From an optimization exercise on the open Yosys and OpenROAD flow, aimed at small area, a short achievable clock period and few clock cycles; shortcuts taken in it are not production practice.
In this exercise RTL edits were held to simulation tests only and were not proved equivalent to the original.
No activity file was given, so power comes from the tool's default toggle rates.

### flow/design.v
module rle_export (
    input  wire        clk,
    input  wire        rst,         
    input  wire        start,
    input  wire [15:0] cfg_w,
    input  wire [15:0] cfg_h,
    input  wire [15:0] cfg_tilew,
    input  wire [4:0]  cfg_levels,
    input  wire        cfg_invert,
    output wire        busy,
    output wire        done,
    output reg  [7:0]  errcode,
    input  wire        pix_valid,
    output wire        pix_ready,
    input  wire [23:0] pix_rgb,
    output reg         out_valid,
    input  wire        out_ready,
    output reg  [7:0]  out_byte,
    output reg         out_last
);
    reg busy_r, done_r, pix_ready_r, in_act;
    reg e11_r, e21_r, eany_r;
    assign busy      = busy_r;
    assign done      = done_r;
    assign pix_ready = pix_ready_r;
    always @(*) errcode = {2'b00, e21_r, e11_r, 3'b000, eany_r};
    wire cfg_bad_levels = (cfg_levels < 5'd2) || (cfg_levels > 5'd16);
    wire cfg_bad_tile   = (cfg_tilew == 16'd0);
    wire cfg_empty      = (cfg_w == 16'd0) || (cfg_h == 16'd0);
    wire cfg_ok         = !cfg_bad_levels && !cfg_bad_tile && !cfg_empty;
    reg [15:0] w_q, t_q;
    reg [3:0]  m_q;              
    reg        inv_q;
    reg [15:0] col, tile, row;
    wire last_col  = (col  == 16'd1);
    wire last_tile = (tile == 16'd1);
    wire last_row  = (row  == 16'd1);
    wire take = pix_valid && pix_ready_r;
    reg        skid_valid;
    wire       en = !skid_valid;
    reg        v1, eoc1, eof1;
    reg [23:0] rgb1;
    wire [9:0] q_sum = {2'b00, rgb1[23:16]} + {2'b00, rgb1[15:8]} + {2'b00, rgb1[7:0]};
    wire [9:0] q_int = ({1'b0, q_sum} + 11'd1) / 11'd3;
    reg        v2, eoc2, eof2;
    reg [7:0]  int2;
    wire [11:0] q_y   = int2 * m_q + 12'd128;
    wire [12:0] q_z   = {1'b0, q_y} + {9'd0, q_y[11:8]};
    wire [3:0]  q_lvl = q_z[11:8];
    reg        vA, eocA, eofA;
    reg [3:0]  lvlA;
    function [3:0] f_nib;        
        input [7:0] lvm;
        begin
            case (lvm)
            8'h00: f_nib = 4'd0;
            8'h01: f_nib = 4'd0;
            8'h02: f_nib = 4'd0;
            8'h03: f_nib = 4'd0;
            8'h04: f_nib = 4'd0;
            8'h05: f_nib = 4'd0;
            8'h06: f_nib = 4'd0;
            8'h07: f_nib = 4'd0;
            8'h08: f_nib = 4'd0;
            8'h09: f_nib = 4'd0;
            8'h0A: f_nib = 4'd0;
            8'h0B: f_nib = 4'd0;
            8'h0C: f_nib = 4'd0;
            8'h0D: f_nib = 4'd0;
            8'h0E: f_nib = 4'd0;
            8'h0F: f_nib = 4'd0;
            8'h10: f_nib = 4'd15;
            8'h11: f_nib = 4'd15;
            8'h12: f_nib = 4'd8;
            8'h13: f_nib = 4'd5;
            8'h14: f_nib = 4'd4;
            8'h15: f_nib = 4'd3;
            8'h16: f_nib = 4'd3;
            8'h17: f_nib = 4'd2;
            8'h18: f_nib = 4'd2;
            8'h19: f_nib = 4'd2;
            8'h1A: f_nib = 4'd2;
            8'h1B: f_nib = 4'd1;
            8'h1C: f_nib = 4'd1;
            8'h1D: f_nib = 4'd1;
            8'h1E: f_nib = 4'd1;
            8'h1F: f_nib = 4'd1;
            8'h20: f_nib = 4'd15;
            8'h21: f_nib = 4'd10;
            8'h22: f_nib = 4'd15;
            8'h23: f_nib = 4'd10;
            8'h24: f_nib = 4'd8;
            8'h25: f_nib = 4'd6;
            8'h26: f_nib = 4'd5;
            8'h27: f_nib = 4'd4;
            8'h28: f_nib = 4'd4;
            8'h29: f_nib = 4'd3;
            8'h2A: f_nib = 4'd3;
            8'h2B: f_nib = 4'd3;
            8'h2C: f_nib = 4'd3;
            8'h2D: f_nib = 4'd2;
            8'h2E: f_nib = 4'd2;
            8'h2F: f_nib = 4'd2;
            8'h30: f_nib = 4'd15;
            8'h31: f_nib = 4'd15;
            8'h32: f_nib = 4'd15;
            8'h33: f_nib = 4'd15;
            8'h34: f_nib = 4'd11;
            8'h35: f_nib = 4'd9;
            8'h36: f_nib = 4'd8;
            8'h37: f_nib = 4'd6;
            8'h38: f_nib = 4'd6;
            8'h39: f_nib = 4'd5;
            8'h3A: f_nib = 4'd5;
            8'h3B: f_nib = 4'd4;
            8'h3C: f_nib = 4'd4;
            8'h3D: f_nib = 4'd3;
            8'h3E: f_nib = 4'd3;
            8'h3F: f_nib = 4'd3;
            8'h40: f_nib = 4'd15;
            8'h41: f_nib = 4'd12;
            8'h42: f_nib = 4'd10;
            8'h43: f_nib = 4'd9;
            8'h44: f_nib = 4'd15;
            8'h45: f_nib = 4'd12;
            8'h46: f_nib = 4'd10;
            8'h47: f_nib = 4'd9;
            8'h48: f_nib = 4'd8;
            8'h49: f_nib = 4'd7;
            8'h4A: f_nib = 4'd6;
            8'h4B: f_nib = 4'd5;
            8'h4C: f_nib = 4'd5;
            8'h4D: f_nib = 4'd5;
            8'h4E: f_nib = 4'd4;
            8'h4F: f_nib = 4'd4;
            8'h50: f_nib = 4'd15;
            8'h51: f_nib = 4'd15;
            8'h52: f_nib = 4'd13;
            8'h53: f_nib = 4'd11;
            8'h54: f_nib = 4'd15;
            8'h55: f_nib = 4'd15;
            8'h56: f_nib = 4'd13;
            8'h57: f_nib = 4'd11;
            8'h58: f_nib = 4'd9;
            8'h59: f_nib = 4'd8;
            8'h5A: f_nib = 4'd8;
            8'h5B: f_nib = 4'd7;
            8'h5C: f_nib = 4'd6;
            8'h5D: f_nib = 4'd6;
            8'h5E: f_nib = 4'd5;
            8'h5F: f_nib = 4'd5;
            8'h60: f_nib = 4'd15;
            8'h61: f_nib = 4'd13;
            8'h62: f_nib = 4'd15;
            8'h63: f_nib = 4'd13;
            8'h64: f_nib = 4'd15;
            8'h65: f_nib = 4'd13;
            8'h66: f_nib = 4'd15;
            8'h67: f_nib = 4'd13;
            8'h68: f_nib = 4'd11;
            8'h69: f_nib = 4'd10;
            8'h6A: f_nib = 4'd9;
            8'h6B: f_nib = 4'd8;
            8'h6C: f_nib = 4'd8;
            8'h6D: f_nib = 4'd7;
            8'h6E: f_nib = 4'd6;
            8'h6F: f_nib = 4'd6;
            8'h70: f_nib = 4'd15;
            8'h71: f_nib = 4'd15;
            8'h72: f_nib = 4'd15;
            8'h73: f_nib = 4'd15;
            8'h74: f_nib = 4'd15;
            8'h75: f_nib = 4'd15;
            8'h76: f_nib = 4'd15;
            8'h77: f_nib = 4'd15;
            8'h78: f_nib = 4'd13;
            8'h79: f_nib = 4'd12;
            8'h7A: f_nib = 4'd11;
            8'h7B: f_nib = 4'd10;
            8'h7C: f_nib = 4'd9;
            8'h7D: f_nib = 4'd8;
            8'h7E: f_nib = 4'd8;
            8'h7F: f_nib = 4'd7;
            8'h80: f_nib = 4'd15;
            8'h81: f_nib = 4'd13;
            8'h82: f_nib = 4'd12;
            8'h83: f_nib = 4'd11;
            8'h84: f_nib = 4'd10;
            8'h85: f_nib = 4'd9;
            8'h86: f_nib = 4'd9;
            8'h87: f_nib = 4'd8;
            8'h88: f_nib = 4'd15;
            8'h89: f_nib = 4'd13;
            8'h8A: f_nib = 4'd12;
            8'h8B: f_nib = 4'd11;
            8'h8C: f_nib = 4'd10;
            8'h8D: f_nib = 4'd9;
            8'h8E: f_nib = 4'd9;
            8'h8F: f_nib = 4'd8;
            8'h90: f_nib = 4'd15;
            8'h91: f_nib = 4'd15;
            8'h92: f_nib = 4'd14;
            8'h93: f_nib = 4'd12;
            8'h94: f_nib = 4'd11;
            8'h95: f_nib = 4'd10;
            8'h96: f_nib = 4'd10;
            8'h97: f_nib = 4'd9;
            8'h98: f_nib = 4'd15;
            8'h99: f_nib = 4'd15;
            8'h9A: f_nib = 4'd14;
            8'h9B: f_nib = 4'd12;
            8'h9C: f_nib = 4'd11;
            8'h9D: f_nib = 4'd10;
            8'h9E: f_nib = 4'd10;
            8'h9F: f_nib = 4'd9;
            8'hA0: f_nib = 4'd15;
            8'hA1: f_nib = 4'd14;
            8'hA2: f_nib = 4'd15;
            8'hA3: f_nib = 4'd14;
            8'hA4: f_nib = 4'd13;
            8'hA5: f_nib = 4'd12;
            8'hA6: f_nib = 4'd11;
            8'hA7: f_nib = 4'd10;
            8'hA8: f_nib = 4'd15;
            8'hA9: f_nib = 4'd14;
            8'hAA: f_nib = 4'd15;
            8'hAB: f_nib = 4'd14;
            8'hAC: f_nib = 4'd13;
            8'hAD: f_nib = 4'd12;
            8'hAE: f_nib = 4'd11;
            8'hAF: f_nib = 4'd10;
            8'hB0: f_nib = 4'd15;
            8'hB1: f_nib = 4'd15;
            8'hB2: f_nib = 4'd15;
            8'hB3: f_nib = 4'd15;
            8'hB4: f_nib = 4'd14;
            8'hB5: f_nib = 4'd13;
            8'hB6: f_nib = 4'd12;
            8'hB7: f_nib = 4'd11;
            8'hB8: f_nib = 4'd15;
            8'hB9: f_nib = 4'd15;
            8'hBA: f_nib = 4'd15;
            8'hBB: f_nib = 4'd15;
            8'hBC: f_nib = 4'd14;
            8'hBD: f_nib = 4'd13;
            8'hBE: f_nib = 4'd12;
            8'hBF: f_nib = 4'd11;
            8'hC0: f_nib = 4'd15;
            8'hC1: f_nib = 4'd14;
            8'hC2: f_nib = 4'd13;
            8'hC3: f_nib = 4'd12;
            8'hC4: f_nib = 4'd15;
            8'hC5: f_nib = 4'd14;
            8'hC6: f_nib = 4'd13;
            8'hC7: f_nib = 4'd12;
            8'hC8: f_nib = 4'd15;
            8'hC9: f_nib = 4'd14;
            8'hCA: f_nib = 4'd13;
            8'hCB: f_nib = 4'd12;
            8'hCC: f_nib = 4'd15;
            8'hCD: f_nib = 4'd14;
            8'hCE: f_nib = 4'd13;
            8'hCF: f_nib = 4'd12;
            8'hD0: f_nib = 4'd15;
            8'hD1: f_nib = 4'd15;
            8'hD2: f_nib = 4'd14;
            8'hD3: f_nib = 4'd13;
            8'hD4: f_nib = 4'd15;
            8'hD5: f_nib = 4'd15;
            8'hD6: f_nib = 4'd14;
            8'hD7: f_nib = 4'd13;
            8'hD8: f_nib = 4'd15;
            8'hD9: f_nib = 4'd15;
            8'hDA: f_nib = 4'd14;
            8'hDB: f_nib = 4'd13;
            8'hDC: f_nib = 4'd15;
            8'hDD: f_nib = 4'd15;
            8'hDE: f_nib = 4'd14;
            8'hDF: f_nib = 4'd13;
            8'hE0: f_nib = 4'd15;
            8'hE1: f_nib = 4'd14;
            8'hE2: f_nib = 4'd15;
            8'hE3: f_nib = 4'd14;
            8'hE4: f_nib = 4'd15;
            8'hE5: f_nib = 4'd14;
            8'hE6: f_nib = 4'd15;
            8'hE7: f_nib = 4'd14;
            8'hE8: f_nib = 4'd15;
            8'hE9: f_nib = 4'd14;
            8'hEA: f_nib = 4'd15;
            8'hEB: f_nib = 4'd14;
            8'hEC: f_nib = 4'd15;
            8'hED: f_nib = 4'd14;
            8'hEE: f_nib = 4'd15;
            8'hEF: f_nib = 4'd14;
            8'hF0: f_nib = 4'd15;
            8'hF1: f_nib = 4'd15;
            8'hF2: f_nib = 4'd15;
            8'hF3: f_nib = 4'd15;
            8'hF4: f_nib = 4'd15;
            8'hF5: f_nib = 4'd15;
            8'hF6: f_nib = 4'd15;
            8'hF7: f_nib = 4'd15;
            8'hF8: f_nib = 4'd15;
            8'hF9: f_nib = 4'd15;
            8'hFA: f_nib = 4'd15;
            8'hFB: f_nib = 4'd15;
            8'hFC: f_nib = 4'd15;
            8'hFD: f_nib = 4'd15;
            8'hFE: f_nib = 4'd15;
            8'hFF: f_nib = 4'd15;
            endcase
        end
    endfunction
    wire [3:0] lv2A = inv_q ? (m_q - lvlA) : lvlA;
    wire [3:0] nibA = f_nib({lv2A, m_q});
    reg        vB, eocB, eofB;
    reg [3:0]  nibB;
    reg [3:0]  cnt;              
    wire b_proc = vB && (eocB || vA);
    wire b_ends = eocB || (cnt == 4'd15) || (nibA != nibB);
    wire b_load = !vB || eocB || vA;
    wire emit   = en && b_proc && b_ends;
    reg [7:0] skid_byte;
    reg       skid_last;
    wire out_free = !out_valid || out_ready;
    always @(posedge clk) begin
        if (!busy_r) begin
            w_q    <= cfg_w;
            t_q    <= cfg_tilew;
            m_q    <= cfg_levels[3:0] - 4'd1;
            inv_q  <= cfg_invert;
            e11_r  <= cfg_bad_levels;
            e21_r  <= !cfg_bad_levels && cfg_bad_tile;
            eany_r <= cfg_bad_levels || cfg_bad_tile;
        end
        if (!busy_r) begin
            col  <= cfg_w;
            tile <= cfg_tilew;
            row  <= cfg_h;
        end else if (take) begin
            col  <= last_col ? w_q : col - 16'd1;
            tile <= (last_col || last_tile) ? t_q : tile - 16'd1;
            if (last_col)
                row <= row - 16'd1;
        end
        if (en) begin
            rgb1 <= pix_rgb;
            eoc1 <= last_col || last_tile;
            eof1 <= last_col && last_row;
            int2 <= q_int[7:0];
            eoc2 <= eoc1;
            eof2 <= eof1;
            lvlA <= q_lvl;
            eocA <= eoc2;
            eofA <= eof2;
            if (b_load) begin
                nibB <= nibA;
                eocB <= eocA;
                eofB <= eofA;
            end
        end
        if (!skid_valid) begin
            skid_byte <= {cnt, nibB};
            skid_last <= eofB;
        end
        if (out_free) begin
            out_byte <= skid_valid ? skid_byte : {cnt, nibB};
            out_last <= skid_valid ? skid_last : eofB;
        end
        if (rst) begin
            busy_r      <= 1'b0;
            done_r      <= 1'b0;
            in_act      <= 1'b0;
            pix_ready_r <= 1'b0;
            v1          <= 1'b0;
            v2          <= 1'b0;
            vA          <= 1'b0;
            vB          <= 1'b0;
            cnt         <= 4'd0;
            out_valid   <= 1'b0;
            skid_valid  <= 1'b0;
        end else begin
            if (!busy_r) begin
                busy_r      <= start && cfg_ok;
                done_r      <= start && !cfg_ok;
                in_act      <= start && cfg_ok;
                pix_ready_r <= start && cfg_ok;
            end else begin
                done_r <= 1'b0;
                if (out_valid && out_ready && out_last) begin
                    busy_r <= 1'b0;
                    done_r <= 1'b1;
                end
                if (take && last_col && last_row)
                    in_act <= 1'b0;
                pix_ready_r <= in_act && !(take && last_col && last_row) &&
                               !(!out_free && (skid_valid || emit));
            end
            if (en) begin
                v1 <= take;
                v2 <= v1;
                vA <= v2;
                if (b_load)
                    vB <= vA;
                if (b_proc)
                    cnt <= b_ends ? 4'd0 : cnt + 4'd1;
            end
            if (out_free) begin
                out_valid  <= skid_valid || emit;
                skid_valid <= 1'b0;
            end else if (emit) begin
                skid_valid <= 1'b1;
            end
        end
    end
endmodule
### flow/run.sh
#!/bin/bash
# synth_recipe.tcl (not shown) runs the flow's synth.tcl, then flattens the netlist and writes it again
# the make line also repeats each setting of config.mk as NAME=value (left out here)
make -C /OpenROAD-flow-scripts/flow DESIGN_CONFIG=/design/flow/config.mk WORK_HOME=/design/flow/orfs CLKGATE_MAP_FILE= SYNTH_SCRIPT=/design/flow/synth_recipe.tcl finish
### flow/config.mk
export PLATFORM = sky130hd
export DESIGN_NAME = rle_export
export DESIGN_NICKNAME = rle_export
export VERILOG_FILES = /design/flow/design.v
export SDC_FILE = /design/flow/constraint.sdc
export NUM_CORES = 4
export LEC_CHECK = 0
export CAP_MARGIN = 20
export CORE_MARGIN = 2
export CORE_UTILIZATION = 40
export PLACE_DENSITY = 0.6
export SLEW_MARGIN = 20
### flow/constraint.sdc
create_clock -name core_clock -period 23.0 [get_ports {clk}]
set_input_delay 4.6000 -clock core_clock [delete_from_list [all_inputs] [get_ports {clk}]]
set_output_delay 4.6000 -clock core_clock [all_outputs]
set_load 0.01 [all_outputs]
==> results by group, run 1 <==
Worst setup path
  – Last element of the critical path: pix_ready_r
  – Worst setup EP type: flip-flop
  – CP max FO: 3
  – R2r endpoint: int2[0]
  – Crit path cell chain: clkdlybuf4s50_1 > nor4_1 > nand4_1 > nand4_1 > nand3b_1 > a21oi_1 > o211ai_1 > o211ai_1
  – Worst reg2reg path depth: 17
  – WP data required: 23.29 ns
  – CP Launch Type: input port
  – R2R setup slack: 17.42 ns
  – Critical Path AT: 6.68 ns
  – Worst reg2reg startpoint: rgb1[1]
  – Slowest stage cell, crit path: clkdlybuf4s50_1
  – CP peak stage delay: 0.47 ns
  – Critical path depth: 8
  – CP startpoint: cfg_tilew[5]
  – Worst path bufs/invs: 1
  – Worst path top cell family by delay: simple AND/OR/NAND/NOR gates
  – Critical path type: in2reg

Power and ir drop
  – Maximum VDD drop: 0.0000557 V
  – Logic pwr share: 0.454
  – Leakage: roughly 4.7 nW
  – P per Cell Area: 105 mW/mm^2
  – Int Power: around 0.00080 W
  – Switch Pwr: 0.000502 W
  – Clock power share: 0.223
  – Sw Ratio: 0.385
  – Reg power frac: 0.323

Final layout
  – Layout cells sized above 1: 0.0865
  – Layout area overhead: 16.8%
  – Layout Cells excl Fill: 1445
  – Design area: 0.0124 sq mm
  – Antenna Cells: 0
  – Layout Nets: around 1300

Drt
  – Routed via count: 7734
  – # DRC: 0
  – Routed Antenna Nets: 0
  – DR WL/cell: 15.6 um
  – First-pass iteration count of the detailed router: 5
  – DRT iter0 DRCs: about 550
  – Vias per inst: between 5 and 6
  – Drt total wl: 22600 um

Floorplanning
  – Ports: 104
  – Die W: ~170 um
  – Die area: 0.0278 sq mm
  – Row count: 59
  – Core area: roughly 0.026 sq mm
  – Die Span Y: 167 um
  – Initial core utilization: 0.407

Clock tree
  – Setup bufs post-CTS: 0
  – TritonCTS Buffers: 17
  – Worst-skew pair later-pin latency: 0.43 ns
  – # H-tree levels: 4
  – Root buffer cell: clkbuf_16
  – CTS Buffer Depth: 2
  – Clock Sink Count: 168
  – Clock Pin Slew Worst Setup and Hold Paths: about 0.080 ns
  – TritonCTS clock tree: done
  – Hold_buf cts: 0
  – # resized after CTS: 0

Global routing
  – Largest net degree at the start of global routing: 64
  – First-pass GRT wire length: 37000 um
  – Gr ovfl total: 0
  – Initial antenna violation count: 0
  – GRT Total Usage: 0.163
  – Vias in the first global route: between 7000 and 8000

Run status
  – Outcome: no timing/DRC/antenna violations

Yosys
  – Netlist Area Pre-Place: 0.0106 sq mm
  – Post-synth ARST share: 0
  – #FFs+latches synth: 168
  – Largest area contributor in the synthesized netlist: edfxtp_1
  – Top FF cell, synth: edfxtp_1
  – Yosys cell types: ~80
  – Sequential-to-total area share from yosys stat: 0.454
  – EDFF count, synth: between 100 and 150
  – Top-count cell post-synth: edfxtp_1
  – Synth Instances: 1021
  – Synth top area cells: edfxtp_1, ha_1, dfxtp_1
  – Commonest cells post-synth: edfxtp_1, nand2_1, nor2_1
  – Top cell type's share of synthesized area: 0.411
  – Yosys warns: 1
  – Synth Area per Inst: between 10 and 15 sq um

Placement
  – Placer Congestion: 0.852
  – Hpwl dp: 16000 um
  – Placed Cells incl. Taps: between 1000 and 1500
  – Placed Area: roughly 0.012 sq mm
  – Number of port buffers: 98

STA
  – Hold_ws: between 0.4 and 0.5 ns
  – Relative slew margins: 0.310
  – F_max: about 160 MHz
  – Setup TNS: 0 ns
  – Worst slew pin tran: 1.03 ns
  – Final Hold Vio Count: 0
  – Setup violations, final: 0
  – Fin crit period: 6.39 ns
  – Setup Skew: 0.0125 ns
  – Max Slew Vio Count: 0
  – Fin crit share: 0.278
  – RSZ-0062 raised after global routing: no

Worst hold path
  – Hold WC Path Type: reg2reg

Flow run
  – # Max-Cap Violations: 0
-- layout by cell type (no fill, tap or decap), drive strengths merged, types with 5 or more instances in the layout --
cell type,n
edfxtp,145
clkdlybuf4s50,98
nand2,95
nor2,87
inv,70
o21ai,59
a21oi,56
ha,52
xnor2,46
mux2,29
nor3,26
nor4,25
dfxtp,23
nand3,22
fa,22
xor2,20
a211oi,18
clkbuf,17
and2,15
a21o,15
o211ai,15
o21a,10
nor2b,8
mux2i,8
nand4,8
buf,8
a31oi,7
nand2b,6
o31ai,6
or3,6
o22ai,6
o21bai,5
nor3b,5
conb,5
clkinv,5
-- metrics by stage --
stage / total power (W) / setup slack, ns / utilization
after detailed placement: 0.00102 / 16.13 / 0.452
after CTS: 0.00132 / 16.60 / 0.475
after global placement: 0.00101 / 16.17 / 0.452
final: 0.00130 / 16.61 / 0.475
after global routing: 0.00141 / 16.41 / 0.475
after floorplan: 0.000892 / 16.73 / -
-- sequential cells by signal, indices dropped and copies added (netlist names), 4 cells and up --
name and flops:
col 16, cnt 4, int2 8, row 16
rgb1 24, skid_byte 8, tile 16, out_byte 8
m_q 4, w_q 16, t_q 16, nibB 4
lvlA 4
-- power groups by stage --
stage	clock network [W]	logic [W]	registers (W)
CTS	0.000300	0.000597	0.000421
detailed placement	0	0.000592	0.000428
global placement	0	0.000584	0.000426
floorplan	0	0.000471	0.000422
finish	0.000291	0.000593	0.000421
global route	0.000310	0.000675	0.000427
-- layer usage --
metal / vias to the layer above / wire (um) / track usage
met4: 0 / 212 / 0.0375
met5: - / 0 / 0
met1: 3647 / 10800 / 0.221
met3: 13 / 884 / 0.0314
met2: 185 / 10700 / 0.270
li1: 3889 / - / -
-- area by class of cell --
cell class,instances,area [sq um]
inverters,60,225
repair buffers,106,1040
well taps,335,419
clock buffers,17,425
clock inverters,15,173
multi-input cells,744,5280
flip-flops and latches,168,4820
fillers,2473,13700
-- cells by family (layout without fill, tap and decap cells) --
kind of cell / after synthesis / in the layout / share of synthesized area
buffers and inverters: 113 / 198 / 0.0488
muxes: 37 / 37 / 0.0384
adders and majority gates: 74 / 74 / 0.103
xor gates and xnor gates: 66 / 66 / 0.0545
AOI/OAI and AO/OA: 240 / 240 / 0.157
other: 1 / 5 / 0.000354
DFF: 168 / 168 / 0.454
and+or+nand+nor: 322 / 322 / 0.144
-- worst min path at each step --
stage | startpoint | endpoint | depth (start not counted)
after floorplan | eoc1 | eoc2 | 0
after global placement | eofA | eofB | 0
after detailed placement | eoc2 | eocA | 0
after CTS | eof2 | eofA | 0
after global routing | eoc2 | eocA | 0
final | eof2 | eofA | 0
Testbench counts, summed over its fixed seeds: cycles 64,512.
==> inputs of run 2 (changes only) <==
--- a/flow/design.v
+++ b/flow/design.v
@@ -38,9 +38,12 @@
     wire take = pix_valid && pix_ready_r;
     reg        skid_valid;
     wire       en = !skid_valid;
+    wire [7:0] in_r = pix_rgb[23:16] ^ {8{inv_q}};
+    wire [7:0] in_g = pix_rgb[15:8]  ^ {8{inv_q}};
+    wire [7:0] in_b = pix_rgb[7:0]   ^ {8{inv_q}};
     reg        v1, eoc1, eof1;
-    reg [23:0] rgb1;
-    wire [9:0] q_sum = {2'b00, rgb1[23:16]} + {2'b00, rgb1[15:8]} + {2'b00, rgb1[7:0]};
+    reg [7:0]  sum1, car1;
+    wire [9:0] q_sum = {2'b00, sum1} + {1'b0, car1, 1'b0};
     wire [9:0] q_int = ({1'b0, q_sum} + 11'd1) / 11'd3;
     reg        v2, eoc2, eof2;
     reg [7:0]  int2;
@@ -312,15 +315,14 @@
             endcase
         end
     endfunction
-    wire [3:0] lv2A = inv_q ? (m_q - lvlA) : lvlA;
-    wire [3:0] nibA = f_nib({lv2A, m_q});
     reg        vB, eocB, eofB;
-    reg [3:0]  nibB;
+    reg [3:0]  lvlB;
     reg [3:0]  cnt;              
     wire b_proc = vB && (eocB || vA);
-    wire b_ends = eocB || (cnt == 4'd15) || (nibA != nibB);
+    wire b_ends = eocB || (cnt == 4'd15) || (lvlA != lvlB);
     wire b_load = !vB || eocB || vA;
     wire emit   = en && b_proc && b_ends;
+    wire [7:0] byteB = {cnt, f_nib({lvlB, m_q})};
     reg [7:0] skid_byte;
     reg       skid_last;
     wire out_free = !out_valid || out_ready;
@@ -330,10 +332,10 @@
             t_q    <= cfg_tilew;
             m_q    <= cfg_levels[3:0] - 4'd1;
             inv_q  <= cfg_invert;
-            e11_r  <= cfg_bad_levels;
-            e21_r  <= !cfg_bad_levels && cfg_bad_tile;
-            eany_r <= cfg_bad_levels || cfg_bad_tile;
         end
+        e11_r  <= !busy_r && cfg_bad_levels;
+        e21_r  <= !busy_r && !cfg_bad_levels && cfg_bad_tile;
+        eany_r <= !busy_r && (cfg_bad_levels || cfg_bad_tile);
         if (!busy_r) begin
             col  <= cfg_w;
             tile <= cfg_tilew;
@@ -345,7 +347,8 @@
                 row <= row - 16'd1;
         end
         if (en) begin
-            rgb1 <= pix_rgb;
+            sum1 <= in_r ^ in_g ^ in_b;
+            car1 <= (in_r & in_g) | (in_r & in_b) | (in_g & in_b);
             eoc1 <= last_col || last_tile;
             eof1 <= last_col && last_row;
             int2 <= q_int[7:0];
@@ -355,17 +358,17 @@
             eocA <= eoc2;
             eofA <= eof2;
             if (b_load) begin
-                nibB <= nibA;
+                lvlB <= lvlA;
                 eocB <= eocA;
                 eofB <= eofA;
             end
         end
         if (!skid_valid) begin
-            skid_byte <= {cnt, nibB};
+            skid_byte <= byteB;
             skid_last <= eofB;
         end
         if (out_free) begin
-            out_byte <= skid_valid ? skid_byte : {cnt, nibB};
+            out_byte <= skid_valid ? skid_byte : byteB;
             out_last <= skid_valid ? skid_last : eofB;
         end
         if (rst) begin
--- a/flow/config.mk
+++ b/flow/config.mk
@@ -5,6 +5,7 @@
 export SDC_FILE = /design/flow/constraint.sdc
 export NUM_CORES = 4
 export LEC_CHECK = 0
+export ABC_AREA = 1
 export CAP_MARGIN = 20
 export CORE_MARGIN = 2
 export CORE_UTILIZATION = 40
==> run 2 against run 1 <==
Compared with the run above: sequential power up 3%; combinational power up 34%; clock power up 6%; highest routed layer unchanged; non-clock buffer count down 3; largest power group unchanged; clock skew down 0.00085 ns; routed wire length down 5.7%; die area down 3.9%; synthesized cell count up 13%; cell area down 2.3%; clock-buffer cell count unchanged; still clean on timing, DRC and antenna; global-route usage up 0.22 points; utilization up 0.64 points.
==> results by group, run 2 <==
Run status
  – Outcome: no timing/DRC/antenna violations (unchanged)

STA
  – Max Slew Vio Count: 0 (unchanged)
  – F_max: 162 MHz (was 157 MHz)
  – Setup Skew: 0.0116 ns (was 0.0125 ns)
  – Fin crit period: 6.19 ns (was 6.39 ns)
  – Worst slew pin tran: 0.912 ns (was 1.03 ns)
  – RSZ-0062 raised after global routing: no (unchanged)
  – Hold_ws: 0.421 ns (was 0.418 ns)
  – Setup TNS: 0 ns (unchanged)
  – Relative slew margins: 0.392 (was 0.310)
  – Setup violations, final: 0 (unchanged)
  – Fin crit share: 0.269 (was 0.278)
  – Final Hold Vio Count: 0 (unchanged)

Final layout
  – Layout Nets: 1396 (was 1254)
  – Antenna Cells: 0 (unchanged)
  – Layout area overhead: 18.8% (was 16.8%)
  – Most frequent cells in the layout: nand2_1, inv_1, edfxtp_1, nor2_1, clkdlybuf4s50_1 (was edfxtp_1, clkdlybuf4s50_1, nand2_1, nor2_1, inv_1)
  – Most common cell after layout, fill and taps aside: nand2_1 (was edfxtp_1)
  – Layout cells sized above 1: 0.0686 (was 0.0865)
  – Design area: 0.0121 sq mm (was 0.0124 sq mm)
  – Fill cells: 2463 (was 2473)

Clock tree
  – TritonCTS clock tree: done (unchanged)
  – # resized after CTS: 0 (unchanged)
  – Clock Pin Slew Worst Setup and Hold Paths: 0.06 ns (was 0.08 ns)
  – Hold_buf cts: 0 (unchanged)
  – CTS Buffer Depth: 2 (unchanged)
  – Worst-skew pair later-pin latency: 0.43 ns (about the same)
  – Clock Sink Count: 160 (was 168)
  – TritonCTS Buffers: 17 (unchanged)
  – Setup bufs post-CTS: 0 (unchanged)
  – Root buffer cell: clkbuf_16 (unchanged)
  – # H-tree levels: 4 (unchanged)

Global routing
  – Vias in the first global route: 7536 (was 7517)
  – GRT Total Usage: 0.165 (was 0.163)
  – Largest net degree at the start of global routing: 78 (was 64)
  – First-pass GRT wire length: 35500 um (was 37000 um)
  – Gr ovfl total: 0 (unchanged)
  – Initial antenna violation count: 0 (unchanged)

Worst setup path
  – Critical Path AT: 6.54 ns (was 6.68 ns)
  – Worst path top cell family by delay: simple AND/OR/NAND/NOR gates (unchanged)
  – Slowest stage cell, crit path: clkdlybuf4s50_1 (unchanged)
  – Worst setup EP type: flip-flop (unchanged)
  – WP data required: 23.35 ns (was 23.29 ns)
  – Critical path type: in2reg (unchanged)
  – Worst path bufs/invs: 2 (was 1)
  – CP startpoint: cfg_levels[2] (was cfg_tilew[5])
  – CP Launch Type: input port (unchanged)
  – CP peak stage delay: 0.43 ns (was 0.47 ns)
  – Crit path cell chain: clkdlybuf4s50_1 > nor2_1 > nand3_1 > a21boi_0 > inv_1 > nor2_1 > nand3_1 > nand3b_1 > a21oi_1 (was clkdlybuf4s50_1 > nor4_1 > nand4_1 > nand4_1 > nand3b_1 > a21oi_1 > o211ai_1 > o211ai_1)
  – CP max FO: 3 (unchanged)
  – Worst reg2reg startpoint: m_q[3] (was rgb1[1])

Worst hold path
  – Worst hold start: eofA (was eof2)
  – Hold WC Path Type: reg2reg (unchanged)

Drt
  – Drt total wl: 21300 um (was 22600 um)
  – Vias per inst: 4.87 (was 5.35)
  – # DRC: 0 (unchanged)
  – DR WL/cell: 13.4 um (was 15.6 um)
  – Routed Antenna Nets: 0 (unchanged)
  – Routed via count: 7702 (was 7734)
  – DRT iter0 DRCs: 500 (was 545)
  – First-pass iteration count of the detailed router: 5 (unchanged)

Yosys
  – Yosys cell types: 52 (was 82)
  – Synth top area cells: edfxtp_1, nand2_1, ha_1 (was edfxtp_1, ha_1, dfxtp_1)
  – Netlist Area Pre-Place: 0.0102 sq mm (was 0.0106 sq mm)
  – Yosys warns: 1 (unchanged)
  – EDFF count, synth: 134 (was 145)
  – Post-synth ARST share: 0 (unchanged)
  – Largest area contributor in the synthesized netlist: edfxtp_1 (unchanged)
  – Sequential-to-total area share from yosys stat: 0.447 (was 0.454)
  – Top cell type's share of synthesized area: 0.395 (was 0.411)
  – Synth Instances: 1156 (was 1021)
  – #FFs+latches synth: 160 (was 168)
  – Commonest cells post-synth: nand2_1, inv_1, edfxtp_1 (was edfxtp_1, nand2_1, nor2_1)
  – Top FF cell, synth: edfxtp_1 (unchanged)
  – Top-count cell post-synth: nand2_1 (was edfxtp_1)
  – Synth Area per Inst: 8.80 sq um (was 10.4 sq um)

Floorplanning
  – Die area: 0.0267 sq mm (was 0.0278 sq mm)
  – Die Span Y: 164 um (was 167 um)
  – Die W: 164 um (was 167 um)
  – Row count: 58 (was 59)
  – Initial core utilization: 0.405 (was 0.407)
  – Ports: 104 (unchanged)
  – Core area: 0.0251 sq mm (was 0.0261 sq mm)

Placement
  – Hpwl dp: 15900 um (was 16000 um)
  – Number of port buffers: 98 (unchanged)
  – Placer Congestion: 0.821 (was 0.852)
  – Placed Area: 0.0114 sq mm (was 0.0118 sq mm)

Power and ir drop
  – Sw Ratio: 0.422 (was 0.385)
  – Clock power share: 0.201 (was 0.223)
  – Maximum VDD drop: 0.0000716 V (was 0.0000557 V)
  – Leakage: 5.24 nW (was 4.72 nW)
  – Design Power: 0.00153 W (was 0.00130 W)
  – Switch Pwr: 0.000648 W (was 0.000502 W)
  – Reg power frac: 0.282 (was 0.323)
  – Int Power: 0.000886 W (was 0.000802 W)
  – Logic pwr share: 0.517 (was 0.454)
  – P per Cell Area: 127 mW/mm^2 (was 105 mW/mm^2)

Flow run
  – # Max-Cap Violations: 0 (unchanged)
## run 2: changes by cell type after synthesis, moves of 12 or more
cell      previous run  this run
inv_1               60       164
nor2_1              87       115
mux2_2              29         0
a21oi_1             53        41
nand2_1             95       207
nand3_1             22        40
a211oi_1            16         1
o21ai_0             55        85
nand2_2              0        23
xor2_1              20        49
xnor2_1             46        11
a21o_1              14         0
and2_1              15         3
## run 2: worst reg2reg max path: stages, from the launching register on
cell      delay [ns]
edfxtp_1        0.91
nand2_1         0.19
fa_1            0.55
fa_1            0.54
inv_1           0.04
ha_1            0.27
ha_1            0.17
inv_1           0.06
fa_1            0.37
nor2_1          0.16
nor2_1          0.06
o21bai_1        0.15
inv_1           0.06
nor2_1          0.14
o21ai_0         0.10
nand2_1         0.10
xor2_1          0.34
inv_1           0.09
ha_1            0.30
a41oi_1         0.11
o21ai_0         0.28
nand3_1         0.18
nor2_1          0.20
nand2_1         0.10
xnor2_1         0.15
## run 2: worst paths after layout
| kind | endpoint | slack [ns] | depth (start not counted) |
|---|---|---|---|
| hold / removal | eofB | 0.42 | 0 |
| hold reg to reg | eofB | 0.42 | 0 |
| setup / recovery | pix_ready_r | 16.81 | 9 |
| setup reg to reg | lvlA[3] | 17.13 | 24 |
## run 2: logic make-up (layout without fill, tap and decap cells)
logic type | after synthesis | in the layout | share of synthesized area
xor+xnor | 60 | 60 | 0.0516
flops | 160 | 160 | 0.447
simple gates | 451 | 451 | 0.198
buf+inv | 209 | 302 | 0.0800
other cells | 1 | 5 | 0.000369
compound gates | 202 | 202 | 0.118
fa+ha+maj | 73 | 73 | 0.106
## run 2: layer usage
metal,track usage,share of wire,up-vias
li1,-,-,4043
met1,0.225,0.48,3467
met2,0.270,0.47,172
met3,0.0295,0.038,20
met4,0.0463,0.015,0
met5,0,0,-
## run 2: final cells by class
class                      instances  area (sq um)  area share
clock buffer                      17           425      0.0352
sequential                       160          4550       0.376
clock inverter                    15           223      0.0184
timing repair buffer             103          1030      0.0849
inverter                         167           627      0.0518
multi-input combinational        791          4830       0.400
tap                              330           413      0.0341
## run 2: stage by stage
stage / setup slack [ns] / util / cells
finish: 16.81 / 0.482 / 1583
global route: 16.47 / 0.482 / 1583
CTS: 16.73 / 0.481 / 1582
detailed placement: 16.29 / 0.455 / 1550
global placement: 16.35 / 0.455 / 1550
floorplan: 16.71 / - / 1160
## run 2: power groups by stage
stage	Clock, W	Combinational, W	Sequential (W)
2_1_floorplan	0	0.000652	0.000421
3_3_place_gp	0	0.000784	0.000440
3_5_place_dp	0	0.000801	0.000439
4_1_cts	0.000314	0.000802	0.000434
5_1_grt	0.000326	0.000925	0.000440
6_report	0.000308	0.000793	0.000433
Testbench counts of run 2, summed over its fixed seeds: cycles 64,512.
==> inputs of run 3 (changes only) <==
==> flow/flow/run.sh (new file) <==
#!/bin/bash
# The standard layout, with the port buffers made of buf_2 cells instead
# of the slow default buffer that buffer_ports picks, and timing repair
# aiming for 17.35 ns of setup slack.
set -euo pipefail
export BUFFER_PORTS_ARGS="-buffer_cell sky130_fd_sc_hd__buf_2"
export SETUP_SLACK_MARGIN=17.35
bash standard.sh > standard.log 2>&1
==> flow/standard.sh (new file) <==
#!/bin/bash
# synth_recipe.tcl (not shown) runs the flow's synth.tcl, then flattens the netlist and writes it again
# the make line also repeats each setting of config.mk as NAME=value (left out here)
make -C /OpenROAD-flow-scripts/flow DESIGN_CONFIG=/design/flow/config.mk WORK_HOME=/design/flow/orfs CLKGATE_MAP_FILE= SYNTH_SCRIPT=/design/flow/synth_recipe.tcl "${@:-finish}"
removed: flow/run.sh
==> run 3 against run 2 <==
Compared with the run above: combinational power increased by 0.6%; global-route usage grew 0.23 points; clock skew up 0.0022 ns; clock power is 8.1% lower; synthesized cell count is the same; clock-buffer cell count unchanged; power is 1.5% lower; critical path type is now reg2out; largest power group unchanged.
==> results by group, run 3 <==
Final layout
  – Most common cell after layout, fill and taps aside: nand2_1 (unchanged)
  – Antenna Cells: 0 (unchanged)
  – Finished Core Util: 0.464 (was 0.482)
  – Design area: 0.0116 sq mm (was 0.0121 sq mm)
  – Layout Nets: 1400 (was 1396)
  – Most frequent cells in the layout: nand2_1, inv_1, edfxtp_1, nor2_1, buf_2 (was nand2_1, inv_1, edfxtp_1, nor2_1, clkdlybuf4s50_1)
  – Layout cells sized above 1: 0.158 (was 0.0686)
  – Fill cells: 2478 (was 2463)
  – Layout area overhead: 14.5% (was 18.8%)

Drt
  – Routed Antenna Nets: 0 (unchanged)
  – DRT iter0 DRCs: 597 (was 500)
  – Vias per inst: 4.97 (was 4.87)
  – Routed via count: 7888 (was 7702)
  – DR WL/cell: 13.5 um (was 13.4 um)
  – Drt total wl: 21500 um (was 21300 um)
  – First-pass iteration count of the detailed router: 5 (unchanged)
  – # DRC: 0 (unchanged)

Yosys
  – Yosys warns: 1 (unchanged)
  – Netlist Area Pre-Place: 0.0102 sq mm (unchanged)
  – Post-synth ARST share: 0 (unchanged)
  – Commonest cells post-synth: nand2_1, inv_1, edfxtp_1 (unchanged)
  – EDFF count, synth: 134 (unchanged)
  – Top FF cell, synth: edfxtp_1 (unchanged)
  – Yosys cell types: 52 (unchanged)
  – Top cell type's share of synthesized area: 0.395 (unchanged)
  – Sequential-to-total area share from yosys stat: 0.447 (unchanged)
  – Synth top area cells: edfxtp_1, nand2_1, ha_1 (unchanged)
  – Largest area contributor in the synthesized netlist: edfxtp_1 (unchanged)
  – #FFs+latches synth: 160 (unchanged)
  – Synth Instances: 1156 (unchanged)
  – Top-count cell post-synth: nand2_1 (unchanged)
  – Synth Area per Inst: 8.80 sq um (unchanged)

STA
  – Max Slew Vio Count: 0 (unchanged)
  – F_max: 178 MHz (was 162 MHz)
  – Worst slew pin tran: 0.922 ns (was 0.912 ns)
  – Setup Skew: 0.0138 ns (was 0.0116 ns)
  – Fin crit period: 5.62 ns (was 6.19 ns)
  – RSZ-0062 raised after global routing: yes (was no)
  – Relative slew margins: 0.385 (was 0.392)
  – Setup TNS: 0 ns (unchanged)
  – Final Hold Vio Count: 0 (unchanged)
  – Setup violations, final: 0 (unchanged)
  – Hold_ws: 0.422 ns (was 0.421 ns)
  – Fin crit share: 0.244 (was 0.269)

Power and ir drop
  – Maximum VDD drop: 0.0000792 V (was 0.0000716 V)
  – P per Cell Area: 130 mW/mm^2 (was 127 mW/mm^2)
  – Leakage: 5.30 nW (was 5.24 nW)
  – Design Power: 0.00151 W (was 0.00153 W)

Clock tree
  – CTS Buffer Depth: 2 (unchanged)
  – # H-tree levels: 4 (unchanged)
  – Root buffer cell: clkbuf_16 (unchanged)
  – Worst-skew pair later-pin latency: 0.43 ns (about the same)
  – Clock Sink Count: 160 (unchanged)
  – TritonCTS Buffers: 17 (unchanged)
  – Clock Pin Slew Worst Setup and Hold Paths: 0.07 ns (was 0.06 ns)
  – TritonCTS clock tree: done (unchanged)
  – Hold_buf cts: 0 (unchanged)

Flow run
  – # Max-Cap Violations: 0 (unchanged)

Worst setup path
  – Crit path cell chain: buf_2 (was clkdlybuf4s50_1 > nor2_1 > nand3_1 > a21boi_0 > inv_1 > nor2_1 > nand3_1 > nand3b_1 > a21oi_1)
  – Worst reg2reg startpoint: m_q[3] (unchanged)
  – CP Launch Type: flip-flop (was input port)
  – CP max FO: 2 (was 3)
  – CP peak stage delay: 0.42 ns (was 0.43 ns)
  – WP data required: 18.40 ns (was 23.35 ns)
  – Worst path bufs/invs: 1 (was 2)
  – Slowest stage cell, crit path: edfxtp_1 (was clkdlybuf4s50_1)
  – Critical path type: reg2out (was in2reg)
  – Worst setup EP type: output port (was flip-flop)
  – Worst path top cell family by delay: flip-flops (was simple AND/OR/NAND/NOR gates)
  – CP startpoint: out_last (was cfg_levels[2])
  – Critical Path AT: 1.02 ns (was 6.54 ns)

Global routing
  – Gr ovfl total: 0 (unchanged)
  – First-pass GRT wire length: 35900 um (was 35500 um)
  – Initial antenna violation count: 0 (unchanged)
  – Vias in the first global route: 7580 (was 7536)
  – Largest net degree at the start of global routing: 78 (unchanged)
  – GRT Total Usage: 0.167 (was 0.165)

Floorplanning
  – Core area: 0.0251 sq mm (unchanged)
  – Die W: 164 um (unchanged)
  – Row count: 58 (unchanged)
  – Die area: 0.0267 sq mm (unchanged)
  – Die Span Y: 164 um (unchanged)
  – Initial core utilization: 0.405 (unchanged)
  – Ports: 104 (unchanged)

Worst hold path
  – Worst hold start: eofA (unchanged)
  – Hold WC Path Type: reg2reg (unchanged)

Placement
  – Hpwl dp: 15700 um (was 15900 um)
  – Placer Congestion: 0.879 (was 0.821)
  – Placed Area: 0.0109 sq mm (was 0.0114 sq mm)
  – Number of port buffers: 98 (unchanged)

Run status
  – Outcome: no timing/DRC/antenna violations (unchanged)
-- run 3: kinds of logic after synthesis --
| logic type | share of synthesized area |
|---|---|
| and+or+nand+nor | 0.198 |
| DFF | 0.447 |
| buffers and inverters | 0.0800 |
| xor gates and xnor gates | 0.0516 |
| AOI/OAI and AO/OA | 0.118 |
| other | 0.000369 |
| adders and majority gates | 0.106 |
-- run 3: metrics by stage --
step                cells  setup slack (ns)
floorplan            1160             17.36
global placement     1550             16.82
detailed placement   1550             16.77
CTS                  1583             17.36
global route         1587             17.30
finish               1587             17.38
-- run 3: worst register-to-register path, stage by stage (launching register included) --
cell and delay (ns):
edfxtp_1 0.34, buf_6 0.22, nand2_1 0.11, fa_1 0.51, fa_1 0.54, inv_1 0.05
ha_1 0.27, ha_1 0.16, inv_1 0.05, fa_1 0.38, nor2_1 0.16, nor2_1 0.06
o21bai_1 0.15, inv_1 0.06, nor2_1 0.14, o21ai_0 0.09, nand2_1 0.13, a21oi_1 0.09
nor2_1 0.09, nor2_1 0.07, xnor2_2 0.17, ha_1 0.32, nand2_1 0.06, o21ai_1 0.18
nand3_1 0.18, nor2_2 0.16, nand2_1 0.08, xnor2_1 0.13
-- run 3: routing by layer --
| layer | wire [um] | track usage | up-vias |
|---|---|---|---|
| met4 | 354 | 0.0486 | 0 |
| met5 | 0 | 0 | - |
| met2 | 10300 | 0.283 | 167 |
| li1 | - | - | 4032 |
| met3 | 863 | 0.0251 | 29 |
| met1 | 10000 | 0.222 | 3660 |
-- run 3: area by class of cell --
type / count / area, sq um / area share
timing repair buffer: 107 / 577 / 0.0495
multi-input combinational: 791 / 4900 / 0.420
tap: 330 / 413 / 0.0354
clock inverter: 15 / 163 / 0.0140
sequential: 160 / 4550 / 0.390
clock buffer: 17 / 425 / 0.0365
inverter: 167 / 627 / 0.0538
-- run 3: where the power goes --
part,switching (W),internal [W]
combinational,0.000497,0.000302
sequential,0.0000378,0.000391
clock,0.000137,0.000146
total,0.000671,0.000840
-- run 3: timing repair --
item | CTS | global route
hold endpoints to repair | 0 | 0
pin swaps | 1 | 4
buffers inserted | 1 | 3
gates resized for setup | 3 | 11
gates cloned | 0 | 0
endpoints found under the setup margin | 4 | 7
-- run 3: worst paths after layout --
check / cells past startpoint / slack [ns] / endpoint
worst max register to register: 27 / 17.81 / lvlA[3]
worst min-delay path: 0 / 0.42 / eofB
worst max-delay path: 1 / 17.38 / out_last
worst min register to register: 0 / 0.42 / eofB
==> inputs of run 4 (changes only) <==
==> flow/flow/run.sh (replaced) <==
#!/bin/bash
# The standard layout, with the port buffers made of buf_2 cells instead
# of the slow default buffer that buffer_ports picks, and timing repair
# aiming for 16.9 ns of setup slack.
set -euo pipefail
export BUFFER_PORTS_ARGS="-buffer_cell sky130_fd_sc_hd__buf_2"
export SETUP_SLACK_MARGIN=16.9
bash standard.sh > standard.log 2>&1
==> run 4 against run 3 <==
Compared with the run above: still clean on timing, DRC and antenna; worst setup slack lost 0.27 ns; combinational power shrank 1%; synthesized area is the same; via count down 1.0%; largest cell class unchanged.
==> results by group, run 4 <==
Run status
  – Outcome: no timing/DRC/antenna violations (unchanged)

Worst setup path
  – CP peak stage delay: 0.42 ns (about the same)
  – CP max FO: 3 (was 2)
  – Critical Path AT: 6.25 ns (was 1.02 ns)
  – Slowest stage cell, crit path: a21boi_0 (was edfxtp_1)
  – Worst reg2reg path depth: 24 (was 27)
  – Critical path type: in2reg (was reg2out)
  – Worst setup EP type: flip-flop (was output port)
  – Worst reg2reg startpoint: m_q[3] (unchanged)
  – R2R setup slack: 17.35 ns (was 17.81 ns)
  – WP data required: 23.35 ns (was 18.40 ns)
  – Crit path cell chain: buf_2 > nor2_1 > nand3_1 > a21boi_0 > inv_1 > nor2_1 > nand3_1 > nand3b_1 > a21oi_1 (was buf_2)
  – R2r endpoint: lvlA[3] (unchanged)
  – CP Launch Type: input port (was flip-flop)

Yosys
  – Largest area contributor in the synthesized netlist: edfxtp_1 (unchanged)
  – Top cell type's share of synthesized area: 0.395 (unchanged)
  – Yosys cell types: 52 (unchanged)
  – Top-count cell post-synth: nand2_1 (unchanged)
  – Synth Instances: 1156 (unchanged)
  – Top FF cell, synth: edfxtp_1 (unchanged)
  – #FFs+latches synth: 160 (unchanged)
  – Netlist Area Pre-Place: 0.0102 sq mm (unchanged)
  – Synth Area per Inst: 8.80 sq um (unchanged)
  – Sequential-to-total area share from yosys stat: 0.447 (unchanged)
  – Synth top area cells: edfxtp_1, nand2_1, ha_1 (unchanged)
  – Post-synth ARST share: 0 (unchanged)
  – EDFF count, synth: 134 (unchanged)
  – Yosys warns: 1 (unchanged)
  – Commonest cells post-synth: nand2_1, inv_1, edfxtp_1 (unchanged)

STA
  – Relative slew margins: 0.377 (was 0.385)
  – Setup violations, final: 0 (unchanged)
  – Setup TNS: 0 ns (unchanged)
  – F_max: 170 MHz (was 178 MHz)
  – Fin crit share: 0.256 (was 0.244)
  – RSZ-0062 raised after global routing: no (was yes)
  – Hold_ws: 0.423 ns (was 0.422 ns)
  – Setup Skew: 0.0109 ns (was 0.0138 ns)
  – Fin crit period: 5.89 ns (was 5.62 ns)
  – Worst slew pin tran: 0.935 ns (was 0.922 ns)
  – Max Slew Vio Count: 0 (unchanged)
  – Final Hold Vio Count: 0 (unchanged)

Power and ir drop
  – Clock power share: 0.189 (was 0.188)
  – Reg power frac: 0.287 (was 0.284)
  – Logic pwr share: 0.524 (was 0.528)
  – Switch Pwr: 0.000659 W (was 0.000671 W)
  – P per Cell Area: 130 mW/mm^2 (about the same)
  – Leakage: 5.24 nW (was 5.30 nW)
  – Sw Ratio: 0.438 (was 0.444)
  – Int Power: 0.000844 W (was 0.000840 W)
  – Maximum VDD drop: 0.0000753 V (was 0.0000792 V)

Global routing
  – First-pass GRT wire length: 35500 um (was 35900 um)
  – Largest net degree at the start of global routing: 65 (was 78)
  – Initial antenna violation count: 1 (was 0)
  – Gr ovfl total: 0 (unchanged)
  – GRT Total Usage: 0.165 (was 0.167)
  – Vias in the first global route: 7554 (was 7580)

Drt
  – Vias per inst: 4.92 (was 4.97)
  – Routed via count: 7808 (was 7888)
  – Drt total wl: 21300 um (was 21500 um)
  – First-pass iteration count of the detailed router: 5 (unchanged)
  – Routed Antenna Nets: 0 (unchanged)
  – DR WL/cell: 13.5 um (about the same)
  – DRT iter0 DRCs: 470 (was 597)
  – # DRC: 0 (unchanged)

Floorplanning
  – Initial core utilization: 0.405 (unchanged)
  – Row count: 58 (unchanged)
  – Die W: 164 um (unchanged)
  – Die area: 0.0267 sq mm (unchanged)
  – Core area: 0.0251 sq mm (unchanged)
  – Die Span Y: 164 um (unchanged)
  – Ports: 104 (unchanged)

Worst hold path
  – Worst Hold Depth: 0 (unchanged)
  – Worst Hold Endpoint: eof2 (was eofB)
  – Hold WC Path Type: reg2reg (unchanged)
  – Worst hold start: eof1 (was eofA)

Clock tree
  – # H-tree levels: 4 (unchanged)
  – Setup bufs post-CTS: 0 (was 1)
  – Clock Pin Slew Worst Setup and Hold Paths: 0.06 ns (was 0.07 ns)
  – Worst-skew pair later-pin latency: 0.43 ns (about the same)
  – Clock Sink Count: 160 (unchanged)
  – TritonCTS Buffers: 17 (unchanged)
  – # resized after CTS: 0 (was 3)
  – Hold_buf cts: 0 (unchanged)
  – TritonCTS clock tree: done (unchanged)
  – Root buffer cell: clkbuf_16 (unchanged)
  – CTS Buffer Depth: 2 (unchanged)

Placement
  – Number of port buffers: 98 (unchanged)
  – Placed Cells incl. Taps: 1550 (unchanged)
  – Hpwl dp: 15500 um (was 15700 um)
  – Placer Congestion: 0.853 (was 0.879)

Final layout
  – Layout Nets: 1398 (was 1400)
  – Layout cells sized above 1: 0.149 (was 0.158)
  – Most frequent cells in the layout: nand2_1, inv_1, edfxtp_1, nor2_1, buf_2 (unchanged)
  – Layout Cells excl Fill: 1586 (was 1587)
  – Layout area overhead: 13.6% (was 14.5%)
  – Most common cell after layout, fill and taps aside: nand2_1 (unchanged)

Flow run
  – # Max-Cap Violations: 0 (unchanged)
[run 4: layout make-up]
type                    instances  area [sq um]
inverters                     167           627
clock inverters                15           165
diodes                          1          2.50
fillers                      2483         13500
clock buffers                  17           425
multi-input cells             791          4830
well taps                     330           413
flip-flops and latches        160          4550
repair buffers                105           551
[run 4: per-stage QoR]
step | utilization | setup slack, ns | cell area [sq um] | power [W]
4_1_cts | 0.459 | 17.08 | 11500 | 0.00151
3_3_place_gp | 0.436 | 16.69 | 10900 | 0.00121
5_1_grt | 0.460 | 16.92 | 11600 | 0.00166
2_1_floorplan | - | 17.14 | 10200 | 0.00107
6_report | 0.460 | 17.11 | 11600 | 0.00150
3_5_place_dp | 0.436 | 16.63 | 10900 | 0.00122
[run 4: power by group through the flow]
stage                     sequential, W  clock [W]  combinational, W
after floorplan                0.000421          0          0.000652
after detailed placement       0.000439          0          0.000785
final                          0.000431   0.000284          0.000788
after CTS                      0.000433   0.000291          0.000790
after global placement         0.000439          0          0.000771
after global routing           0.000439   0.000303          0.000918
[run 4: metal layers]
metal | part of all wire | track usage
met1 | 0.48 | 0.219
met2 | 0.47 | 0.276
met3 | 0.032 | 0.0239
met4 | 0.015 | 0.0574
met5 | 0 | 0
[run 4: worst max path at each step]
stage	start	to	slack (ns)	cells after the start
floorplan	pix_valid	row[0]	17.14	2
global placement	cfg_levels[2]	pix_ready_r	16.69	9
detailed placement	cfg_levels[2]	pix_ready_r	16.63	9
CTS	cfg_levels[2]	pix_ready_r	17.08	9
global route	m_q[3]	lvlA[3]	16.92	24
finish	cfg_levels[2]	pix_ready_r	17.11	9
[run 4: cell families (layout without fill, tap and decap cells)]
family,after synthesis,in the layout,synth area share
simple gates,451,451,0.198
buf+inv,209,304,0.0800
compound gates,202,202,0.118
flops,160,160,0.447
fa+ha+maj,73,73,0.106
xor+xnor,60,60,0.0516
other cells,1,6,0.000369
[run 4: worst max-delay path, delay by kind of cell]
kind                   cells  cell delay (ns)
AO/OA/AOI/OAI              2             0.60
buffers and inverters      2             0.22
AND/OR/NAND/NOR            5             0.83
==> inputs of run 5 (changes only) <==
==> flow/flow/run.sh (replaced) <==
#!/bin/bash
# The standard layout, with the port buffers made of buf_2 cells instead
# of the slow default buffer that buffer_ports picks.
set -euo pipefail
export BUFFER_PORTS_ARGS="-buffer_cell sky130_fd_sc_hd__buf_2"
bash standard.sh > standard.log 2>&1
==> run 5 against run 4 <==
Compared with the run above: still clean on timing, DRC and antenna; worst setup slack improved by 0.016 ns; flip-flop and latch count unchanged; sequential share of layout area decreased by 0.17 points; register-to-register slack got worse by 0.14 ns; routed wire length decreased by 1.7%; clock power increased by 9.9%; fmax increased by 0.28%; cell count decreased by 0.13%; hold slack got worse by 0.0038 ns; via count decreased by 0.20%; clock skew increased by 0.0097 ns; largest power group unchanged.
==> results by group, run 5 <==
Floorplanning
  – Die W: 164 um (unchanged)
  – Row count: 58 (unchanged)
  – Ports: 104 (unchanged)
  – Initial core utilization: 0.405 (unchanged)
  – Die area: 0.0267 sq mm (unchanged)
  – Die Span Y: 164 um (unchanged)
  – Core area: 0.0251 sq mm (unchanged)

Drt
  – Routed Antenna Nets: 0 (unchanged)
  – Routed via count: 7792 (was 7808)
  – DR WL/cell: 13.2 um (was 13.5 um)
  – DRT iter0 DRCs: 507 (was 470)
  – First-pass iteration count of the detailed router: 6 (was 5)
  – Vias per inst: 4.92 (about the same)
  – Drt total wl: 21000 um (was 21300 um)
  – # DRC: 0 (unchanged)

Placement
  – Hpwl dp: 15500 um (about the same)
  – Number of port buffers: 98 (unchanged)
  – Placer Congestion: 0.855 (was 0.853)
  – Placed Area: 0.0109 sq mm (about the same)

Worst setup path
  – CP max FO: 3 (unchanged)
  – Crit path cell chain: buf_2 > nor2_1 > nand3_1 > a21boi_0 > inv_1 > nor2_1 > nand3_1 > nand3b_1 > a21oi_1 (unchanged)
  – CP Launch Type: input port (unchanged)
  – Worst path bufs/invs: 2 (unchanged)
  – Slowest stage cell, crit path: a21boi_0 (unchanged)
  – Critical path type: in2reg (unchanged)
  – WP data required: 23.36 ns (was 23.35 ns)
  – CP peak stage delay: 0.44 ns (was 0.42 ns)
  – Worst setup EP type: flip-flop (unchanged)
  – Critical Path AT: 6.24 ns (was 6.25 ns)
  – Worst path top cell family by delay: simple AND/OR/NAND/NOR gates (unchanged)

Final layout
  – Finished Core Util: 0.462 (was 0.460)
  – Design area: 0.0116 sq mm (about the same)
  – Layout Nets: 1397 (was 1398)
  – Layout cells sized above 1: 0.148 (was 0.149)
  – Layout area overhead: 14.1% (was 13.6%)
  – Antenna Cells: 0 (was 1)
  – Most common cell after layout, fill and taps aside: nand2_1 (unchanged)
  – Most frequent cells in the layout: nand2_1, inv_1, edfxtp_1, nor2_1, buf_2 (unchanged)

Clock tree
  – # H-tree levels: 4 (unchanged)
  – Setup bufs post-CTS: 0 (unchanged)
  – TritonCTS clock tree: done (unchanged)
  – Clock Pin Slew Worst Setup and Hold Paths: 0.06 ns (about the same)
  – Clock Sink Count: 160 (unchanged)
  – Worst-skew pair later-pin latency: 0.43 ns (about the same)
  – # resized after CTS: 0 (unchanged)
  – TritonCTS Buffers: 17 (unchanged)
  – Hold_buf cts: 0 (unchanged)
  – Root buffer cell: clkbuf_16 (unchanged)
  – CTS Buffer Depth: 2 (unchanged)

Power and ir drop
  – Design Power: 0.00153 W (was 0.00150 W)
  – Maximum VDD drop: 0.0000879 V (was 0.0000753 V)
  – Switch Pwr: 0.000653 W (was 0.000659 W)
  – Reg power frac: 0.282 (was 0.287)
  – Leakage: 5.28 nW (was 5.24 nW)
  – Sw Ratio: 0.427 (was 0.438)
  – Logic pwr share: 0.514 (was 0.524)
  – Int Power: 0.000875 W (was 0.000844 W)
  – Clock power share: 0.204 (was 0.189)
  – P per Cell Area: 132 mW/mm^2 (was 130 mW/mm^2)

Global routing
  – Met3 usage: 0.0269 (was 0.0239)
  – Largest net degree at the start of global routing: 78 (was 65)
  – First-pass GRT wire length: 35800 um (was 35500 um)
  – GRT Total Usage: 0.165 (about the same)
  – Gr ovfl total: 0 (unchanged)
  – Vias in the first global route: 7650 (was 7554)
  – Routing usage on met1: 0.218 (was 0.219)
  – GR peak layer: met2 (unchanged)
  – Met2 global-route usage: 0.282 (was 0.276)
  – Initial antenna violation count: 0 (was 1)

Yosys
  – #FFs+latches synth: 160 (unchanged)
  – Yosys warns: 1 (unchanged)
  – Largest area contributor in the synthesized netlist: edfxtp_1 (unchanged)
  – Top cell type's share of synthesized area: 0.395 (unchanged)
  – Sequential-to-total area share from yosys stat: 0.447 (unchanged)
  – EDFF count, synth: 134 (unchanged)
  – Top FF cell, synth: edfxtp_1 (unchanged)
  – Synth Instances: 1156 (unchanged)
  – Synth top area cells: edfxtp_1, nand2_1, ha_1 (unchanged)
  – Yosys cell types: 52 (unchanged)
  – Synth Area per Inst: 8.80 sq um (unchanged)
  – Commonest cells post-synth: nand2_1, inv_1, edfxtp_1 (unchanged)
  – Netlist Area Pre-Place: 0.0102 sq mm (unchanged)
  – Top-count cell post-synth: nand2_1 (unchanged)
  – Post-synth ARST share: 0 (unchanged)

STA
  – Relative slew margins: 0.393 (was 0.377)
  – Final Hold Vio Count: 0 (unchanged)
  – Fin crit share: 0.256 (about the same)
  – F_max: 170 MHz (about the same)
  – Worst slew pin tran: 0.910 ns (was 0.935 ns)
  – Setup Skew: 0.0206 ns (was 0.0109 ns)
  – RSZ-0062 raised after global routing: no (unchanged)
  – Fin crit period: 5.88 ns (was 5.89 ns)
  – Max Slew Vio Count: 0 (unchanged)
  – Setup TNS: 0 ns (unchanged)
  – Setup violations, final: 0 (unchanged)
  – Hold_ws: 0.420 ns (was 0.423 ns)

Flow run
  – # Max-Cap Violations: 0 (unchanged)

Worst hold path
  – Hold WC Path Type: reg2reg (unchanged)

Run status
  – Outcome: no timing/DRC/antenna violations (unchanged)
run 5: cell counts after synthesis:
No cell type changed its count.
run 5: layer usage:
metal  vias up  part of all wire
met2       147              0.48
met4         0             0.012
li1       4033                 -
met1      3585              0.48
met3        27             0.033
met5         -                 0
run 5: through the flow:
stage / setup WS [ns] / instances
floorplan: 16.71 / 1160
global placement: 16.68 / 1551
detailed placement: 16.60 / 1551
CTS: 17.04 / 1583
global route: 16.75 / 1584
finish: 17.12 / 1584
run 5: cells by family (layout without fill, tap and decap cells):
group	Yosys count	count (layout)	share of synthesized area
compound gates	202	202	0.118
buf+inv	209	303	0.0800
fa+ha+maj	73	73	0.106
flops	160	160	0.447
simple gates	451	451	0.198
xor+xnor	60	60	0.0516
other cells	1	5	0.000369
run 5: final cells by class:
type,instances,area (sq um)
Fill cell,2500,13500
Sequential cell,160,4550
Clock inverter,15,226
Inverter,167,627
Tap cell,330,413
Timing Repair Buffer,104,543
Multi-Input combinational cell,791,4830
Clock buffer,17,425
run 5: path summary, 6_finish.rpt:
check,from,end,slack [ns],depth (start not counted)
setup / recovery,cfg_levels[2],pix_ready_r,17.12,9
hold / removal,eof1,eof2,0.42,0
setup reg to reg,m_q[2],lvlA[3],17.21,24
hold reg to reg,eof1,eof2,0.42,0
run 5: worst register-to-register path, delay by kind of cell, from the launching register on:
kind                     cells  cell delay [ns]
AO/OA/AOI/OAI                4             0.62
XOR/XNOR                     2             0.47
adder cells (fa/ha/maj)      6             2.19
buffers and inverters        4             0.25
flip-flops                   1             0.94
AND/OR/NAND/NOR              8             1.08
run 5: power groups by stage:
stage | logic (W) | registers [W] | clock network, W
finish | 0.000785 | 0.000431 | 0.000312
global route | 0.000919 | 0.000438 | 0.000331
floorplan | 0.000652 | 0.000421 | 0
global placement | 0.000772 | 0.000438 | 0
detailed placement | 0.000792 | 0.000438 | 0
CTS | 0.000795 | 0.000432 | 0.000319

-- port drivers added, routing unchanged --
The results above use ideal ports. As a check the final layouts listed here were re-extracted and re-timed, cells and wires unchanged.
Step 1 sets driving cells, clkbuf_16 on the clock port and buf_2 on the other inputs (assumed; they add their load-dependent delay and slew).
Step 2 moves the port delays by t, midway between the first and last clock arrival at a register: inputs arrive t later, outputs are due t later. That takes back most of the time a late clock gives input paths.
Slacks: no drivers / after step 1 / after step 2; pairs: no drivers / after step 1.
| run | t, ns | setup WS [ns] | worst setup path at the end | clock arrival spread, ns | worst slew at a driven data input, ns |
|---|---|---|---|---|---|
| run 1 | 0.469 | 16.612 / 16.639 / 16.170 | input to register | 0.015 / 0.015 | 0.07 |
| run 2 | 0.469 | 16.809 / 16.834 / 16.365 | input to register | 0.016 / 0.015 | 0.06 |
| run 3 | 0.469 | 17.381 / 17.339 / 16.986 | input to register | 0.017 / 0.017 | 0.05 |
| run 4 | 0.465 | 17.106 / 17.129 / 16.665 | input to register | 0.013 / 0.013 | 0.06 |
| run 5 | 0.467 | 17.123 / 17.144 / 16.677 | input to register | 0.023 / 0.023 | 0.06 |
After both steps setup and hold are still met in every run listed. For run 5, which loses most, drivers alone change the setup slack by +0.021 ns; drivers and shift together by -0.446 ns.
